What follows belongs to an exercise in optimizing a design on an open flow for small area, a short achievable clock period and few clock cycles per item; a production flow would make more cautious choices.
The RTL was checked by simulation tests, not by an equivalence proof against the original design.

==> job 5146: inputs <==
// hsv2rgb_stream
module hsv2rgb_stream (
    input  wire        clk,
    input  wire        rst,
    input  wire        in_valid,
    output wire        in_ready,
    input  wire [7:0]  hue_i,
    input  wire [7:0]  sat_i,
    input  wire [7:0]  val_i,
    output reg         out_valid,
    output wire [31:0] rgb_o
);
Settings: LEC_CHECK=0, CAP_MARGIN=20, CELL_PAD_IN_SITES_DETAIL_PLACEMENT=1, CORE_MARGIN=2, CORE_UTILIZATION=40, SLEW_MARGIN=60, SYNTH_HIERARCHICAL=1; clock period 16.0 ns.
standard.sh (not shown) runs the stock make flow with config.mk's settings and CLKGATE_MAP_FILE= SYNTH_SCRIPT=/design/flow/synth_recipe.tcl, a recipe that flattens the netlist after the stock synthesis.
==> flow/flow/run.sh <==
#!/bin/bash
# Layout flow: the standard flow (standard.sh: the standard synthesis,
# floorplan, placement, clock tree, routing and finish, at the design's
# clock and constraints), except that the port buffers that placement adds
# to every input and output are buf_4 cells instead of the default pick
# (a slow delay cell).  The whole output of the flow goes to flow.log.
set -euo pipefail
cd "$(dirname "$0")/.."
bash standard.sh BUFFER_PORTS_ARGS="-buffer_cell sky130_fd_sc_hd__buf_4" finish > flow.log 2>&1
==> inputs of job 6284, as changes to job 5146 <==
==> flow/run.sh (new file) <==
#!/bin/bash
# synth_recipe.tcl (not shown) runs the flow's synth.tcl, then flattens the netlist and writes it again
# the make line also repeats each setting of config.mk as NAME=value (left out here)
make -C /OpenROAD-flow-scripts/flow DESIGN_CONFIG=/design/flow/config.mk WORK_HOME=/design/flow/orfs CLKGATE_MAP_FILE= SYNTH_SCRIPT=/design/flow/synth_recipe.tcl finish
- CELL_PAD_IN_SITES_DETAIL_PLACEMENT: 1 -> not set
removed: flow/flow/run.sh
removed: flow/standard.sh
==> comparison <==
Of job 5146 and job 6284, job 5146 has the higher clock skew (gap 0.0040 ns).
Of job 6284 and job 5146, job 5146 has the higher maximum frequency (gap 3.2%, measured against job 5146).
Setup slack: job 6284 is lower than job 5146 (0.14 ns).
Between job 5146 and job 6284, the lower design area is in job 5146 (gap 0.60%, measured against job 6284).
Worst hold slack: job 5146 is worse than job 6284 (0.012 ns).
In job 6284 the critical path depth is lower than in job 5146, by 11.
Clock-buffer cell count: job 5146 is lower than job 6284 (2).
Testbench counts of job 5146, summed over its fixed seeds: cycles 16,032, items 16,000.
Testbench counts of job 6284, summed over its fixed seeds: cycles 16,032, items 16,000.

* * *

==> 01-09: inputs <==
Another version of the RTL of hsv2rgb_stream (not shown whole).
## hsv2rgb_stream
module hsv2rgb_stream (
    input  wire        clk,
    input  wire        rst,
    input  wire        in_valid,
    output wire        in_ready,
    input  wire [7:0]  hue_i,
    input  wire [7:0]  sat_i,
    input  wire [7:0]  val_i,
    output reg         out_valid,
    output wire [31:0] rgb_o
);
Settings: LEC_CHECK=0, CAP_MARGIN=20, CORE_MARGIN=2, CORE_UTILIZATION=40, SLEW_MARGIN=60, SYNTH_HIERARCHICAL=1; clock period 16.0 ns.
run.sh (not shown) runs the stock make flow with config.mk's settings and CLKGATE_MAP_FILE= SYNTH_SCRIPT=/design/flow/synth_recipe.tcl, a recipe that flattens the netlist after the stock synthesis.
Stock flow here: none of the scripts above is used.
==> 08-02: changes against 01-09 <==
Settings changed: SLEW_MARGIN 60 to 85.
==> impl_metrics.json <==
{
  "status": "timing/DRC/antenna clean",
  "ff_latch_area_um2": 2580,
  "viasPerCell": 5.61,
  "vias": 13000,
  "fmax_mhz": 199,
  "nNetsFinal": 2194
}
(the above is from 01-09)
==> impl_metrics.json <==
{
  "status": "timing/DRC/antenna clean",
  "grt_pass1_wl_mm": 74.9,
  "nNetsFinal": 2437,
  "ff_latch_area_um2": 2700,
  "vias": 14300,
  "slowest_delay_ps": 600
}
(the above is from 08-02)
Testbench counts of 01-09, summed over its fixed seeds: cycles 16,032, items 16,000.
Testbench counts of 08-02, summed over its fixed seeds: cycles 16,032, items 16,000.

static timing again, ports no longer ideal:
How much do the figures lean on ideal ports? The routed layouts below were timed once more, with nothing changed but the port constraints. Step 1 sets driving cells, clkbuf_16 on the clock port and buf_2 on the other inputs (assumed; they add their load-dependent delay and slew). Step 2 times the ports against the registers' clock, not the clock port: input delays grow and output delays shrink by t, the midpoint of the rising clock arrivals with the driver on. a / b / c = ideal ports / drivers / drivers and shift; a / b = the first two.
run | shift t [ns] | setup WS [ns] | worst setup path at the end | clock arrival spread, ns | worst slew at a driven data input, ns
job 5146 | 0.494 | 11.640 / 11.640 / 11.640 | register to register | 0.013 / 0.013 | 0.04
job 6284 | 0.491 | 11.496 / 11.445 / 11.642 | register to register | 0.010 / 0.010 | 0.04
01-09 | 0.495 | 10.970 / 10.970 / 10.970 | register to register | 0.016 / 0.016 | 0.03
08-02 | 0.493 | 0.747 / 0.747 / 0.747 | register to register | 0.016 / 0.017 | 0.03
After both steps every run listed still meets setup and hold.
